What follows belongs to an exercise in optimizing a design on an open flow for small area; a production flow would make more cautious choices. Function was checked by simulation only, so behaviour that the tests miss may differ from the original. Power and IR drop assume default switching activity.

## midi_framer
module midi_framer (
    input  wire         clk,
    input  wire         rst,
    input  wire         dec_valid,
    input  wire         dec_ctrl,
    input  wire [7:0]   dec_data,
    output wire         ev_valid,
    output wire [2:0]   ev_cls,
    output wire [3:0]   ev_kind,
    output wire [7:0]   ev_status,
    output wire [3:0]   ev_chan,
    output wire [6:0]   ev_d1,
    output wire [6:0]   ev_d2,
    output wire         ev_has_d2,
    output wire [13:0]  ev_val,
    output wire         ev_eox,
    output wire [3:0]   ev_port,
    output wire [4:0]   ev_len,
    output wire [127:0] ev_raw,
    output wire [7:0]   dstat,
    input  wire         enc_valid,
    input  wire         enc_ctrl,
    input  wire [2:0]   enc_code,
    input  wire [2:0]   cmd_cls,
    input  wire [3:0]   cmd_kind,
    input  wire [3:0]   cmd_chan,
    input  wire [7:0]   cmd_d1,
    input  wire [7:0]   cmd_d2,
    input  wire [15:0]  cmd_val,
    input  wire [15:0]  cmd_param,
    input  wire [4:0]   cmd_port,
    input  wire [4:0]   cmd_sx_len,
  ...
For scale: ~1000 cells after synthesis, ~280 flip-flops, ~11000 sq um of cells after synthesis.
clock: 10.0 ns
lec_check: 0
cap_margin: 20
core_margin: 2
core_utilization: 40
place_density: 0.6
slew_margin: 20
standard.sh (not shown) runs the stock make flow with config.mk's settings and CLKGATE_MAP_FILE= SYNTH_SCRIPT=/design/flow/synth_recipe.tcl, a recipe that flattens the netlist after the stock synthesis.
==> flow/flow/run.sh <==
#!/bin/bash
# Own layout flow: the standard flow (standard.sh: the standard synthesis,
# floorplan, power grid, placement, routing), with these changes to how the
# layout is made:
#  - every input and output port still gets its own buffer, but a 1x buffer
#    (sky130_fd_sc_hd__buf_1) instead of the larger cell buffer_ports picks;
#  - the clock tree uses small clock buffers in small sink clusters and no
#    dummy loads;
#  - constant outputs keep the tie cells synthesis gave them (no tie fanout
#    repair);
#  - after global routing, cells off the critical paths are downsized
#    (repair_timing -recover_power).
# ORFS writes each step's full log under orfs/logs/; make's own output goes to
# standard.log in this folder.
set -uo pipefail
export BUFFER_PORTS_ARGS="-buffer_cell sky130_fd_sc_hd__buf_1"
export CTS_ARGS="-sink_clustering_enable -repair_clock_nets -dont_use_dummy_load -buf_list sky130_fd_sc_hd__clkbuf_4 -sink_clustering_size 10 -sink_clustering_max_diameter 60"
export SKIP_REPAIR_TIE_FANOUT=1
export RECOVER_POWER=100
bash standard.sh > standard.log 2>&1
The starting point produced a layout that fails on capacitance limit, slew limit.
==> next run, changes <==
==> flow/flow/run.sh (replaced) <==
#!/bin/bash
# Own layout flow: the standard flow (standard.sh, unchanged synthesis,
# floorplan, power grid and routing), with two changes to how the layout is made:
#  - every input and output port still gets its own buffer, but a 1x buffer
#    (sky130_fd_sc_hd__buf_1) instead of the larger cell buffer_ports picks;
#  - the clock tree uses clkbuf_8 buffers with larger sink clusters and no dummy
#    loads.
# ORFS writes each step's full log under orfs/logs/; make's own output goes to
# standard.log in this folder.
set -uo pipefail
export BUFFER_PORTS_ARGS="-buffer_cell sky130_fd_sc_hd__buf_1"
export CTS_ARGS="-sink_clustering_enable -repair_clock_nets -dont_use_dummy_load -buf_list sky130_fd_sc_hd__clkbuf_8 -sink_clustering_size 18 -sink_clustering_max_diameter 80"
bash standard.sh > standard.log 2>&1
With this change the flow completed with no timing, DRC or antenna violations.
Wire length is lower by 1.2%.
Count of clock-buffer cells in the layout is lower by 16.
Via count is lower by 1.2%.
Global-route usage is lower by 0.43 points.
Register-to-register slack improves by 1.0 ns.
Worst setup slack improves by 2.2 ns.
Power stays flat.
==> next run, changes <==
==> flow/flow/run.sh (replaced) <==
#!/bin/bash
# Own layout flow: the standard flow (standard.sh: the standard synthesis,
# floorplan, power grid, placement, routing), with these changes to how the
# layout is made:
#  - every input and output port still gets its own buffer, but a 1x buffer
#    (sky130_fd_sc_hd__buf_1) instead of the larger cell buffer_ports picks;
#  - the clock tree uses small clock buffers (clkbuf_4) in small sink clusters
#    and no dummy loads;
#  - constant outputs keep the tie cells synthesis gave them (no tie fanout
#    repair).
# ORFS writes each step's full log under orfs/logs/; make's own output goes to
# standard.log in this folder.
set -uo pipefail
export BUFFER_PORTS_ARGS="-buffer_cell sky130_fd_sc_hd__buf_1"
export CTS_ARGS="-sink_clustering_enable -repair_clock_nets -dont_use_dummy_load -buf_list sky130_fd_sc_hd__clkbuf_4 -sink_clustering_size 10 -sink_clustering_max_diameter 60"
export SKIP_REPAIR_TIE_FANOUT=1
bash standard.sh > standard.log 2>&1
Result: Total power hardly moves; hold slack is better by 0.0081 ns; via count climbs by about 1.2%; clock skew climbs by 0.040 ns; sequential share of layout area barely changes; routed wire length climbs by about 1.4%; register-to-register slack is worse by 0.04 ns.
==> next run, changes <==
==> flow/flow/run.sh (replaced) <==
#!/bin/bash
# Own layout flow: the standard flow (standard.sh, unchanged synthesis,
# floorplan, power grid and routing), with two changes to how the layout is made:
#  - every input and output port still gets its own buffer, but a 1x buffer
#    (sky130_fd_sc_hd__buf_1) instead of the larger cell buffer_ports picks;
#  - the clock tree uses clkbuf_16 buffers with larger sink clusters and no dummy
#    loads.
# ORFS writes each step's full log under orfs/logs/; make's own output goes to
# standard.log in this folder.
set -uo pipefail
export BUFFER_PORTS_ARGS="-buffer_cell sky130_fd_sc_hd__buf_1"
export CTS_ARGS="-sink_clustering_enable -repair_clock_nets -dont_use_dummy_load -buf_list sky130_fd_sc_hd__clkbuf_16 -sink_clustering_size 30 -sink_clustering_max_diameter 120"
bash standard.sh > standard.log 2>&1
Effect:
- total power is higher by about 2.4%
- hold slack loses 0.0072 ns
- routed wire length is lower by 1.7%
- critical path depth is unchanged
- utilization is higher by 0.27 points
- final area is higher by 0.55%
- sequential power stays flat
==> next run, changes <==
==> flow/flow/run.sh (replaced) <==
#!/bin/bash
# Own layout flow: the standard flow (standard.sh: the standard synthesis,
# floorplan, power grid, placement, routing), with these changes to how the
# layout is made:
#  - every input and output port still gets its own buffer, but a 1x buffer
#    (sky130_fd_sc_hd__buf_1) instead of the larger cell buffer_ports picks;
#  - the clock tree uses small clock buffers in small sink clusters and no
#    dummy loads;
#  - constant outputs keep the tie cells synthesis gave them (no tie fanout
#    repair);
#  - after global routing, cells off the critical paths are downsized
#    (repair_timing -recover_power).
# ORFS writes each step's full log under orfs/logs/; make's own output goes to
# standard.log in this folder.
set -uo pipefail
export BUFFER_PORTS_ARGS="-buffer_cell sky130_fd_sc_hd__buf_1"
export CTS_ARGS="-sink_clustering_enable -repair_clock_nets -dont_use_dummy_load -buf_list sky130_fd_sc_hd__clkbuf_8 -sink_clustering_size 18 -sink_clustering_max_diameter 80"
export SKIP_REPAIR_TIE_FANOUT=1
export RECOVER_POWER=100
bash standard.sh > standard.log 2>&1
Now the flow finished with capacitance limit, slew limit left; synthesized cell count does not change; wire length increases by 1.3%; first-iteration DRC count decreases by 3.0%; final area decreases by 1.0%; combinational power increases by about 1%; worst hold slack improved by 0.0066 ns.

==> what the ideal ports hide <==
How much do the figures lean on ideal ports? The routed layouts below were timed once more, with nothing changed but the port constraints.
Step 1, drivers: a clkbuf_16 drives clk and a buf_2 each remaining input, both assumed.
Step 2 moves the port delays by t, midway between the first and last clock arrival at a register: inputs arrive t later, outputs are due t later. That takes back most of the time a late clock gives input paths.
a / b / c = ideal ports / drivers / drivers and shift; a / b = the first two.
run | t (ns) | slack for setup (ns) | clock arrival spread, ns | pins driven straight from the clock port
the first run | 0.639 | 2.818 / 2.842 / 2.203 | 0.093 / 0.094 | 1
the second run | 0.583 | 5.023 / 4.975 / 4.789 | 0.023 / 0.023 | 1
the third run | 0.650 | 5.063 / 5.014 / 5.095 | 0.090 / 0.090 | 1
the fourth run | 0.530 | 5.088 / 5.035 / 4.770 | 0.061 / 0.061 | 1
the fifth run | 0.576 | 2.749 / 2.773 / 2.198 | 0.031 / 0.031 | 1
The setup slack of the first run, which loses most, moves by +0.024 ns with the drivers and by -0.615 ns with both steps.
